What follows belongs to an exercise in optimizing a design on an open flow for small area, a short achievable clock period and few clock cycles; a production flow would make more cautious choices.
In this exercise RTL edits were held to simulation tests only and were not proved equivalent to the original.
Power figures rest on the tool's default switching activity, not on a simulated workload.

[run.sh]
#!/bin/bash
# synth_recipe.tcl (not shown) runs the flow's synth.tcl, then flattens the netlist and writes it again
# the make line also repeats each setting of config.mk as NAME=value (left out here)
make -C /OpenROAD-flow-scripts/flow DESIGN_CONFIG=/design/flow/config.mk WORK_HOME=/design/flow/orfs CLKGATE_MAP_FILE= SYNTH_SCRIPT=/design/flow/synth_recipe.tcl finish
[config.mk]
export PLATFORM = sky130hd
export DESIGN_NAME = ltt_calib
export DESIGN_NICKNAME = ltt_calib
export VERILOG_FILES = /design/flow/design.v
export SDC_FILE = /design/flow/constraint.sdc
export NUM_CORES = 4
export LEC_CHECK = 0
export CAP_MARGIN = 20
export CORE_MARGIN = 2
export CORE_UTILIZATION = 40
export PLACE_DENSITY = 0.6
export SLEW_MARGIN = 20
[constraint.sdc]
create_clock -name core_clock -period 22.0 [get_ports {clk}]
set_input_delay 4.4000 -clock core_clock [delete_from_list [all_inputs] [get_ports {clk}]]
set_output_delay 4.4000 -clock core_clock [all_outputs]
set_load 0.01 [all_outputs]
[design.v]
module nif_round (
    input  wire               sign,
    input  wire signed [11:0] e,
    input  wire [25:0]        c,
    output reg  [33:0]        r
);
    wire signed [11:0] pe = 12'sd65 - e;
    wire [4:0] p = (pe <= 12'sd0) ? 5'd0 : (pe >= 12'sd26) ? 5'd26 : pe[4:0];
    reg  [27:0] lowm, gm, stm, lsbm;
    reg  [27:0] cx, t, ru;
    reg         g, st, lsb, inc;
    reg  [11:0] en;
    always @* begin
        cx   = {2'b00, c};
        lowm = ~(28'hFFFFFFF << (p + 5'd2));    
        stm  = ~(28'hFFFFFFF << (p + 5'd1));    
        gm   = 28'd1 << (p + 5'd1);
        lsbm = 28'd1 << (p + 5'd2);
        t    = cx & ~lowm;
        g    = |(cx & gm);
        st   = |(cx & stm);
        lsb  = |(cx & lsbm);
        inc  = g & (st | lsb);
        ru   = inc ? (((t | lowm) + 28'd1) & ~lowm) : t;
        if (ru[26]) begin
            en = e + 12'sd1;
            r  = {sign, en[9:0], 23'd0};
        end else begin
            en = e;
            r  = {sign, en[9:0], ru[24:2]};
        end
        if (ru[26:0] == 27'd0)
            r = {sign, 33'd0};
        else if ($signed(en) > 12'sd318)
            r = {sign, 10'h3FF, 23'd0};
    end
endmodule
module fp_add (
    input  wire [33:0] a,
    input  wire [33:0] b,
    input  wire        sub,
    input  wire        norm,
    output reg  [33:0] r
);
    wire        sa = a[33];
    wire        sb = b[33] ^ sub;
    wire [9:0]  ea = a[32:23], eb = b[32:23];
    wire        a_inf  = (ea == 10'h3FF) && (a[22:0] == 0);
    wire        b_inf  = (eb == 10'h3FF) && (b[22:0] == 0);
    wire        a_nan  = (ea == 10'h3FF) && (a[22:0] != 0);
    wire        b_nan  = (eb == 10'h3FF) && (b[22:0] != 0);
    wire        swap = b[32:0] > a[32:0];
    wire        sx = swap ? sb : sa;
    wire [9:0]  ex = swap ? eb : ea;
    wire [9:0]  ey = swap ? ea : eb;
    wire        hx = swap ? (eb != 0) : ((ea != 0) && !norm);
    wire        hy = swap ? ((ea != 0) && !norm) : (eb != 0);
    wire [22:0] fx = swap ? b[22:0] : a[22:0];
    wire [22:0] fy = swap ? a[22:0] : b[22:0];
    wire [9:0]  d  = ex - ey;
    wire        eff_sub = sa ^ sb;
    reg  [26:0] mys;
    reg  [27:0] sum;
    reg  [4:0]  lz;
    reg  [26:0] nrm;
    reg  [11:0] en;
    reg  [24:0] mr;
    reg         inc;
    integer i;
    always @* begin
        if (d > 10'd26) begin
            mys = {26'd0, (hy | (|fy))};
        end else begin
            mys = {hy, fy, 3'b000} >> d[4:0];
            mys[0] = mys[0] | (|({hy, fy, 3'b000} & ~(27'h7FFFFFF << d[4:0])));
        end
        sum = eff_sub ? ({1'b0, hx, fx, 3'b000} - {1'b0, mys})
                      : ({1'b0, hx, fx, 3'b000} + {1'b0, mys});
        lz = 5'd0;
        for (i = 0; i < 27; i = i + 1)
            if (sum[i]) lz = 5'd26 - i[4:0];
        if (sum[27]) begin
            nrm = {sum[27:2], sum[1] | sum[0]};
            en  = {2'b0, ex} + 12'd1;
        end else begin
            nrm = sum[26:0] << lz;
            en  = {2'b0, ex} - {7'd0, lz};
        end
        inc = nrm[2] & (nrm[1] | nrm[0] | nrm[3]);
        mr  = {1'b0, nrm[26:3]} + {24'd0, inc};
        if (mr[24])
            en = en + 12'd1;
    end
    always @* begin
        if (a_nan || b_nan || (a_inf && b_inf && (sa != sb)))
            r = {1'b0, 10'h3FF, 23'h400000};
        else if (a_inf)
            r = {sa, 10'h3FF, 23'd0};
        else if (b_inf)
            r = {sb, 10'h3FF, 23'd0};
        else if (sum == 28'd0)
            r = {sa & sb, 33'd0};
        else if ($signed(en) > 12'sd318)
            r = {sx, 10'h3FF, 23'd0};
        else
            r = {sx, en[9:0], mr[22:0]};
    end
endmodule
module fp_mul (
    input  wire [33:0] a,
    input  wire [33:0] b,
    output reg  [33:0] r
);
    wire        sa = a[33], sb = b[33];
    wire [9:0]  ea = a[32:23], eb = b[32:23];
    wire        a_zero = (ea == 10'd0);
    wire        b_zero = (eb == 10'd0);
    wire        a_inf  = (ea == 10'h3FF) && (a[22:0] == 0);
    wire        b_inf  = (eb == 10'h3FF) && (b[22:0] == 0);
    wire        a_nan  = (ea == 10'h3FF) && (a[22:0] != 0);
    wire        b_nan  = (eb == 10'h3FF) && (b[22:0] != 0);
    wire        s = sa ^ sb;
    wire [47:0] p = {1'b1, a[22:0]} * {1'b1, b[22:0]};
    wire signed [11:0] e = $signed({2'd0, ea}) + $signed({2'd0, eb}) - 12'sd191
                         + $signed({11'd0, p[47]});
    wire [25:0] c = p[47] ? {p[47:23], |p[22:0]} : {p[46:22], |p[21:0]};
    wire [33:0] rr;
    nif_round u_round (.sign(s), .e(e), .c(c), .r(rr));
    always @* begin
        if (a_nan || b_nan || (a_inf && b_zero) || (b_inf && a_zero))
            r = {1'b0, 10'h3FF, 23'h400000};
        else if (a_inf || b_inf)
            r = {s, 10'h3FF, 23'd0};
        else if (a_zero || b_zero)
            r = {s, 33'd0};
        else
            r = rr;
    end
endmodule
module fp_div #(
    parameter K = 5
) (
    input  wire        clk,
    input  wire        first,
    input  wire        step,
    input  wire [33:0] a,
    input  wire [33:0] b,
    output reg  [33:0] r
);
    localparam NC = (26 + K - 1) / K;    
    localparam NB = NC * K;              
    localparam RW = 28;                  
    wire        sa = a[33], sb = b[33];
    wire [9:0]  ea = a[32:23], eb = b[32:23];
    wire        a_zero = (ea == 10'd0);
    wire        b_zero = (eb == 10'd0);
    wire        a_inf  = (ea == 10'h3FF) && (a[22:0] == 0);
    wire        b_inf  = (eb == 10'h3FF) && (b[22:0] == 0);
    wire        a_nan  = (ea == 10'h3FF) && (a[22:0] != 0);
    wire        b_nan  = (eb == 10'h3FF) && (b[22:0] != 0);
    wire        s = sa ^ sb;
    reg  [RW-1:0] ws, wc;            
    reg  [NB-1:0] qp, qn;            
    wire [RW-1:0] dd = {3'd0, 1'b1, b[22:0], 1'b0};    
    reg  [RW-1:0] s2, c2, ad, sn, cn;
    reg  [NB-1:0] qpn, qnn;
    reg  [3:0]    y;
    reg           dp, dz;
    integer j;
    always @* begin
        sn  = first ? {4'd0, 1'b1, a[22:0]} : ws;    
        cn  = first ? {RW{1'b0}} : wc;
        qpn = qp;
        qnn = qn;
        for (j = 0; j < K; j = j + 1) begin
            s2 = sn << 1;
            c2 = cn << 1;
            y  = s2[RW-1:RW-4] + c2[RW-1:RW-4];
            dp = !y[3];                  
            dz = (y == 4'b1111);         
            ad = dp ? ~dd : (dz ? {RW{1'b0}} : dd);
            sn = s2 ^ c2 ^ ad;
            cn = {((s2 & c2) | (s2 & ad) | (c2 & ad)), dp};
            qpn = {qpn[NB-2:0], dp};
            qnn = {qnn[NB-2:0], !dp && !dz};
        end
    end
    always @(posedge clk) begin
        if (step) begin
            ws <= sn;
            wc <= cn;
            qp <= qpn;
            qn <= qnn;
        end
    end
    wire [RW-1:0] wsum = ws + wc;
    wire          wneg = wsum[RW-1];
    wire          wnz  = wneg ? (wsum != (~dd + 1'b1)) : (wsum != {RW{1'b0}});
    wire [NB-1:0] q    = qp - qn - {{(NB-1){1'b0}}, wneg};
    wire [NB+1:0] qx   = {q, 2'b00};
    wire [25:0]   c    = q[NB-1] ? {qx[NB+1:NB-23], (|qx[NB-24:0]) | wnz}
                                 : {qx[NB:NB-24],   (|qx[NB-25:0]) | wnz};
    wire signed [11:0] e = $signed({2'd0, ea}) - $signed({2'd0, eb}) + 12'sd190
                         + $signed({11'd0, q[NB-1]});
    wire [33:0] rr;
    nif_round u_round (.sign(s), .e(e), .c(c), .r(rr));
    always @* begin
        if (a_nan || b_nan || (a_zero && b_zero) || (a_inf && b_inf))
            r = {1'b0, 10'h3FF, 23'h400000};
        else if (a_inf || b_zero)
            r = {s, 10'h3FF, 23'd0};
        else if (a_zero || b_inf)
            r = {s, 33'd0};
        else
            r = rr;
    end
endmodule
module fp_lt (
    input  wire [31:0] a,
    input  wire [31:0] b,
    output reg         lt
);
    wire a_nan = (a[30:23] == 8'hFF) && (a[22:0] != 0);
    wire b_nan = (b[30:23] == 8'hFF) && (b[22:0] != 0);
    always @* begin
        if (a_nan || b_nan)
            lt = 1'b0;
        else if (a[30:0] == 0 && b[30:0] == 0)
            lt = 1'b0;
        else if (a[31] != b[31])
            lt = a[31];
        else if (!a[31])
            lt = a[30:0] < b[30:0];
        else
            lt = a[30:0] > b[30:0];
    end
endmodule
module ltt_calib (
    input  wire        clk,
    input  wire        rst,
    input  wire        start,
    input  wire [31:0] cal_a,
    input  wire [31:0] cal_b,
    input  wire [31:0] maxi,
    input  wire [31:0] intensity,
    input  wire [31:0] rext,
    output wire        ready,
    output reg         done,
    output reg  [7:0]  code,
    output reg  [1:0]  err
);
    localparam [33:0] N_ZERO = 34'd0;
    localparam [33:0] N_NAN  = {1'b0, 10'h3FF, 23'h400000};
    localparam [33:0] N_900  = {1'b0, 10'd200, 23'h610000};    
    localparam [1:0] E_OK = 2'd0, E_ARG = 2'd1, E_NUMERIC = 2'd2;
    localparam DK  = 5;                       
    localparam DNC = (26 + DK - 1) / DK;      
    localparam [3:0]
        S_IDLE   = 4'd0,
        S_NORM   = 4'd1,
        S_INIT   = 4'd2,
        S_NUM1   = 4'd3,
        S_DIV    = 4'd4,
        S_DIVR   = 4'd5,
        S_UPD    = 4'd6,
        S_XX     = 4'd7,
        S_BX     = 4'd8,
        S_AXX    = 4'd9,
        S_A2X    = 4'd10,
        S_NUM    = 4'd11,
        S_DEN    = 4'd12,
        S_FIN    = 4'd13,
        S_SDIV   = 4'd14,
        S_FLOOR  = 4'd15;
    function [33:0] to_int(input [31:0] v);
        if (v[30:23] == 8'hFF)
            to_int = {v[31], 10'h3FF, v[22:0]};
        else if (v[30:23] == 8'd0)
            to_int = {v[31], (v[22:0] == 0) ? 10'd0 : 10'd65, v[22:0]};
        else
            to_int = {v[31], {2'b00, v[30:23]} + 10'd64, v[22:0]};
    endfunction
    reg [3:0]  state;
    reg [3:0]  iter;
    reg [2:0]  dcnt;
    reg [33:0] ra, rb, ri, rr4;
    reg [33:0] x, xp, xpp, t1, t2;
    reg        sub_a, sub_b, sub_i;        
    reg        r4_ok;                      
    reg [4:0]  r4_sh;                      
    reg  [33:0] mul_a, mul_b;
    wire [33:0] mul_r;
    reg  [33:0] add_a, add_b;
    reg         add_sub, add_norm;
    wire [33:0] add_r;
    wire [33:0] div_r;
    fp_mul u_mul (.a(mul_a), .b(mul_b), .r(mul_r));
    fp_add u_add (.a(add_a), .b(add_b), .sub(add_sub), .norm(add_norm), .r(add_r));
    fp_div #(.K(DK)) u_div (.clk(clk), .first(dcnt == 3'd0),
                  .step(state == S_DIV || state == S_SDIV),
                  .a(t1), .b(t2), .r(div_r));
    wire        i_lt_zero, max_lt_i;
    fp_lt u_lt0 (.a(intensity), .b(32'd0), .lt(i_lt_zero));
    fp_lt u_ltm (.a(maxi), .b(intensity), .lt(max_lt_i));
    wire [31:0] i_clamped = i_lt_zero ? 32'd0 : (max_lt_i ? maxi : intensity);
    wire i_nan = (ri[32:23] == 10'h3FF) && (ri[22:0] != 0);
    wire x_fin = (x[32:23] != 10'h3FF);
    wire        a_spec = (ra[32:23] == 10'h3FF);
    wire        a_top  = (ra[32:23] == 10'd318);
    wire [33:0] a2 = (ra[32:23] == 10'd0 || a_spec) ? ra :
                     a_top ? {ra[33], 10'h3FF, 23'd0} : {ra[33], ra[32:23] + 10'd1, ra[22:0]};
    wire        b_spec = (rb[32:23] == 10'h3FF);
    wire [33:0] a2x0 = (a_spec || a_top) ? N_NAN : {ra[33], 33'd0};
    wire [33:0] s0   = (a_spec || b_spec) ? N_NAN : {ra[33] & rb[33], 33'd0};
    assign ready = (state == S_IDLE);
    always @* begin
        mul_a = x;    mul_b = x;
        add_a = t1;   add_b = t2;   add_sub = 1'b0;   add_norm = 1'b0;
        case (state)
            S_NORM: begin
                add_a = sub_a ? ra : (sub_b ? rb : ri);
                add_b = N_ZERO; add_norm = 1'b1;
            end
            S_INIT: begin add_a = a2x0;  add_b = rb;  end
            S_NUM1: begin add_a = s0;    add_b = ri;  add_sub = 1'b1; end
            S_UPD:  begin add_a = x;     add_b = t1;  add_sub = 1'b1; end
            S_BX:   begin mul_a = rb; end
            S_AXX:  begin mul_a = ra;    mul_b = t1;  end
            S_A2X:  begin mul_a = a2; end
            S_NUM:  begin add_b = ri;    add_sub = 1'b1; end
            S_DEN:  begin add_a = rb; end
            S_FIN:  begin mul_a = rr4; end
            default: ;
        endcase
    end
    wire same1 = (x == xp);
    wire same2 = (x == xpp) && (iter >= 4'd2);
    wire [9:0]  ye  = div_r[32:23];
    wire [23:0] ym  = {1'b1, div_r[22:0]};
    wire [4:0]  ysh = 5'd22 - ye[4:0];       
    wire [24:0] r4_m = {1'b0, rr4[31:8]} + {24'd0, rr4[7] & ((|rr4[6:0]) | rr4[8])};
    always @(posedge clk) begin
        if (state == S_IDLE) begin
            ra    <= to_int(cal_a);
            rb    <= to_int(cal_b);
            ri    <= to_int(i_clamped);
            sub_a <= (cal_a[30:23] == 8'd0) && (cal_a[22:0] != 0);
            sub_b <= (cal_b[30:23] == 8'd0) && (cal_b[22:0] != 0);
            sub_i <= (i_clamped[30:23] == 8'd0) && (i_clamped[22:0] != 0);
            rr4   <= {2'b00, rext};
            r4_ok <= 1'b0;
            r4_sh <= 5'd0;
        end else if (!r4_ok) begin
            if (rr4[31:0] == 32'd0) begin
                r4_ok <= 1'b1;
            end else if (rr4[31]) begin
                r4_ok <= 1'b1;
                rr4   <= {1'b0, 10'd224 - {5'd0, r4_sh} + {9'd0, r4_m[24]}, r4_m[22:0]};
            end else if (rr4[31:24] == 8'd0) begin
                rr4[31:0] <= {rr4[23:0], 8'd0};
                r4_sh     <= r4_sh + 5'd8;
            end else begin
                rr4[31:0] <= {rr4[30:0], 1'b0};
                r4_sh     <= r4_sh + 5'd1;
            end
        end
        if (state == S_DIV || state == S_SDIV)
            dcnt <= dcnt + 3'd1;
        else
            dcnt <= 3'd0;
        if (rst) begin
            state <= S_IDLE;
            done  <= 1'b0;
        end else begin
            done <= 1'b0;
            case (state)
                S_IDLE: begin
                    if (start)
                        state <= S_NORM;
                end
                S_NORM: begin
                    if (sub_a) begin
                        ra <= add_r;  sub_a <= 1'b0;
                    end else if (sub_b) begin
                        rb <= add_r;  sub_b <= 1'b0;
                    end else if (sub_i) begin
                        ri <= add_r;  sub_i <= 1'b0;
                    end else begin
                        state <= S_INIT;
                    end
                end
                S_INIT: begin
                    if (i_nan) begin
                        err   <= E_ARG;
                        code  <= 8'd0;
                        done  <= 1'b1;
                        state <= S_IDLE;
                    end else begin
                        state <= S_NUM1;
                    end
                    t2   <= add_r;             
                    x    <= N_ZERO;
                    iter <= 4'd0;
                end
                S_NUM1: begin t1 <= add_r; state <= S_DIV; end
                S_DIV: begin
                    if (dcnt == DNC - 1)
                        state <= S_DIVR;
                end
                S_DIVR: begin t1 <= div_r; state <= S_UPD; end
                S_UPD: begin
                    x    <= add_r;
                    xp   <= x;
                    xpp  <= xp;
                    iter <= iter + 4'd1;
                    state <= S_XX;
                end
                S_XX: begin
                    if (same1 || same2 || iter == 4'd10) begin
                        if (!same1 && same2 && iter[0])
                            x <= xp;
                        state <= S_FIN;
                    end else begin
                        t1    <= mul_r;
                        state <= S_BX;
                    end
                end
                S_BX:  begin t2 <= mul_r;  state <= S_AXX; end
                S_AXX: begin t1 <= mul_r;  state <= S_A2X; end
                S_A2X: begin t2 <= mul_r;  t1 <= add_r; state <= S_NUM; end
                S_NUM: begin t1 <= add_r;  state <= S_DEN; end
                S_DEN: begin t2 <= add_r;  state <= S_DIV; end
                S_FIN: begin
                    if (!x_fin) begin
                        err   <= E_NUMERIC;
                        code  <= 8'd0;
                        done  <= 1'b1;
                        state <= S_IDLE;
                    end else if (r4_ok) begin
                        t1    <= mul_r;
                        t2    <= N_900;
                        state <= S_SDIV;
                    end
                end
                S_SDIV: begin
                    if (dcnt == DNC - 1)
                        state <= S_FLOOR;
                end
                S_FLOOR: begin
                    done  <= 1'b1;
                    state <= S_IDLE;
                    if (ye == 10'h3FF) begin
                        err  <= E_NUMERIC;
                        code <= 8'd0;
                    end else if (div_r[33] && ye != 10'd0) begin
                        err  <= E_NUMERIC;
                        code <= 8'd0;
                    end else if (ye >= 10'd199) begin
                        err  <= E_NUMERIC;
                        code <= 8'd0;
                    end else if (ye < 10'd191) begin
                        err  <= E_OK;
                        code <= 8'd0;
                    end else begin
                        err  <= E_OK;
                        code <= ym >> (5'd16 + ysh[2:0]);
                    end
                end
                default: state <= S_IDLE;
            endcase
        end
    end
endmodule
==> results.txt <==
## stage by stage
step	power, mW	setup slack [ps]	cells	utilization
after CTS	13.57	2503	11660	0.4369
after detailed placement	12.65	2574	11570	0.4280
after global placement	12.60	1748	11570	0.4279
after floorplan	8.512	4083	9246	-
after global routing	14.75	1117	11670	0.4370
final	14.01	1964	11670	0.4371
## cell families (layout without fill, tap and decap cells)
family                     Yosys count  after routing
other                                0              3
xor gates and xnor gates           404            404
and+or+nand+nor                   3249           3249
adders and majority gates         1098           1098
muxes                              235            235
buffers and inverters             1581           1536
AOI/OAI and AO/OA                 2231           2231
DFF                                448            448
## critical path: cells and delay by family (launching register included)
| kind | cells | cell delay, ps |
|---|---|---|
| compound gates | 21 | 5690 |
| xor+xnor | 1 | 240 |
| fa+ha+maj | 12 | 5230 |
| buf+inv | 9 | 1500 |
| flops | 1 | 850 |
| simple gates | 20 | 6230 |
## state kept, by name, indices dropped and copies added (netlist names), 26 cells and up
signal	flops
ra	34
rb	34
ri	34
t1	34
t2	34
x	34
xp	34
xpp	34
rr4	32
u_div.qn	30
u_div.qp	29
u_div.ws	28
u_div.wc	26
## routing by layer
layer | GRT usage | wire length (um) | share of wire
met3 | 0.09153 | 39280 | 0.12
met2 | 0.4877 | 133300 | 0.41
met1 | 0.4510 | 130500 | 0.41
met5 | 0 | 88 | 0.00027
met4 | 0.1494 | 18190 | 0.057
## cell type report
class / count / area (sq um) / area share
Tap cell: 2464 / 3083 / 0.03849
Timing Repair Buffer: 372 / 3244 / 0.04050
Inverter: 1073 / 4036 / 0.05039
Clock buffer: 59 / 1316 / 0.01643
Clock inverter: 32 / 306.5 / 0.003827
Sequential cell: 448 / 12270 / 0.1531
Multi-Input combinational cell: 7217 / 55840 / 0.6971
Antenna cell: 3 / 7.507 / 0.00009372
## path summary, 6_finish.rpt
check	to	slack [ps]	cells past startpoint
min reg2reg	u_div.qp[7]	450	0
min	u_div.qp[7]	450	0
max reg2reg	t1[32]	1960	63
max	t1[32]	1960	63
## power by group through the flow
stage	logic [mW]	clock network (mW)	registers, mW
after floorplan	7.13	0	1.38
after global placement	11.1	0	1.49
after detailed placement	11.2	0	1.49
after CTS	11.2	0.877	1.48
after global routing	12.4	0.905	1.49
final	11.6	0.881	1.50
## cells in the final DEF, fill, tap and decap left out, types with 118 or more instances in the layout
cell and instances:
xnor2_1 237, ha_1 484, a21oi_1 616, a21o_1 118, fa_1 610, mux2i_1 133, nand2_1 1104, nand3_1 260
nor2_1 725, edfxtp_1 329, inv_1 1037, o21ai_0 328, nor3_1 231, clkdlybuf4s50_1 174, nand4_1 131, a211oi_1 136
buf_4 196, xor2_1 152, nor4_1 120
==> flow_metrics.py <==
metrics = {
    "status": {
        "status": "timing/DRC/antenna clean",
    },
    "routing": {
        "viasPerCell": 6.368,
        "drtIter0Drc": 10350,
        "num_vias": 74300,
        "first_pass_iters": 11,
        "antenna_left": 0,
        "wire_per_inst_um": 27.54,
        "drc": 0,
        "wl_um": 321400,
    },
    "synthesis": {
        "synth_fp_nets": 10500,
        "synth_fa_ha_area_frac": 0.2477,
        "ys_ff_latch": 448,
        "synth_area_leaders": "fa_1, edfxtp_1, ha_1",
        "yosysMostFrequentCell": "nand2_1",
        "synth_warnings": 6,
        "netlist.area_leader.share": 0.1652,
        "ys.flop_type": "edfxtp_1",
        "synth_mux_area_frac": 0.03545,
        "synthDistinctLibCells": 143,
        "syn_area_sq_um": 73930,
        "synth_edf_count": 329,
        "synthXorXnorAreaFrac": 0.04891,
        "synth.largest_area_cell": "fa_1",
        "synth_top_family_by_area": "adder cells",
        "async_flop_share": 0,
        "synth_commonest_cells": "nand2_1, inv_1, nor2_1",
        "seq_area_frac_synth": 0.1658,
        "synth_compound_area_frac": 0.2064,
        "synthCells": 9246,
        "avgSynthCellArea_sq_um": 7.996,
        "synthSimpleGateAreaFrac": 0.2122,
    },
    "setup_path": {
        "cpPeakStageDelay_ps": 1020,
        "worst_setup_path_start_kind": "register",
        "cp.arrival_ps": 20460,
        "rr_startpoint": "state[1]",
        "crit_path_end_kind": "register",
        "critPathKind": "register to register",
        "crit_path_top_delay_cell": "nor4_1",
        "cp.required_ps": 22420,
        "critPathLaunch": "state[1]",
        "cp_max_fo": 36,
    },
    "power_and_ir_drop": {
        "ir_worst_vdd_uv": 309.8,
        "switching_share": 0.6103,
        "total_leakage_power_nw": 33.78,
        "p_seq_frac": 0.107,
        "comb_power_share": 0.830,
        "clkPwrFrac": 0.063,
        "p_per_area_nw_per_um2": 174.9,
        "p_switching_mw": 8.551,
        "p_int_mw": 5.460,
    },
    "placed_design": {
        "io_buffers": 174,
        "dp_hpwl_um": 255100,
        "place_congestion": 1.059,
        "detailed_place.area_sq_um": 78450,
    },
    "finish": {
        "area_delta_synth_final_pct": 8.343,
        "drive_above_1_share": 0.06347,
        "fill_cells": 18350,
        "nNetsFinal": 10420,
        "finalInstanceArea_sq_um": 80100,
    },
    "timing": {
        "slew_viol_final": 0,
        "whs_ps": 454.1,
        "min_period_over_period": 0.9107,
        "tns_ps": 0,
        "fmax_mhz": 49.91,
        "hold_viol": 0,
        "finalCriticalPeriod_ps": 20040,
        "fin_skew_ps": 43.82,
        "worst_slew_pin_slew_ps": 1244,
        "rsz0062_at_grt": "no",
        "relSlewSlack": 0.1663,
        "setup_viol": 0,
    },
    "floorplan": {
        "coreArea_sq_um": 183300,
        "start_util": 0.4034,
        "die-area_sq_um": 188300,
        "ios": 175,
        "die_w_um": 433.9,
        "row_count": 157,
        "die_h_um": 433.9,
    },
    "cts": {
        "cts_num_sinks": 448,
        "clock_path_buffers": 3,
        "cts_setup_buffers": 0,
        "cts_resized": 0,
        "hold_buffers": 0,
        "htree_levels": 2,
        "cts_tree": "done",
        "path_clk_slew_ps": 70,
        "insertion_delay_ps": 680,
        "cts-root-buf": "clkbuf_16",
        "cts_buffers": 50,
    },
    "global_routing": {
        "grt_start_max_net_pins": 94,
        "grt_pass1_vias": 70980,
        "grt_use_total": 0.3317,
        "antenna_found_initial": 19,
        "grt_pass1_wl_um": 470400,
        "grt.overflow.total": 0,
    },
    "flow_run": {
        "drv_cap": 0,
    },
    "worst_hold_path": {
        "hold_path_class": "register to register",
        "holdCritStartpoint": "u_div.qp[2]",
    },
}
Testbench counts, summed over its fixed seeds: cycles 67,984.

[afterwards: timing with drivers on the ports]
No port has a modelled driver above. Below, the same layout with a new extraction and two added sets of constraints. Step 1 assumes that a clkbuf_16 drives the clock port and a buf_2 every other input. Step 2 moves the port delays by t, midway between the first and last clock arrival at a register: inputs arrive t later, outputs are due t later. That takes back most of the time a late clock gives input paths. a / b / c = ideal ports / drivers / drivers and shift; a / b = the first two.
t, ns: 0.744
setup WS [ns]: 1.964 / 1.964 / 1.964
worst setup path at the end: register to register
worst register clock-pin slew, ns: 0.08 / 0.08
cell pins on the clock port's net: 1
After both steps setup and hold are still met in this run. The setup slack of this run moves by 0.000 ns with the drivers and by 0.000 ns with both steps.
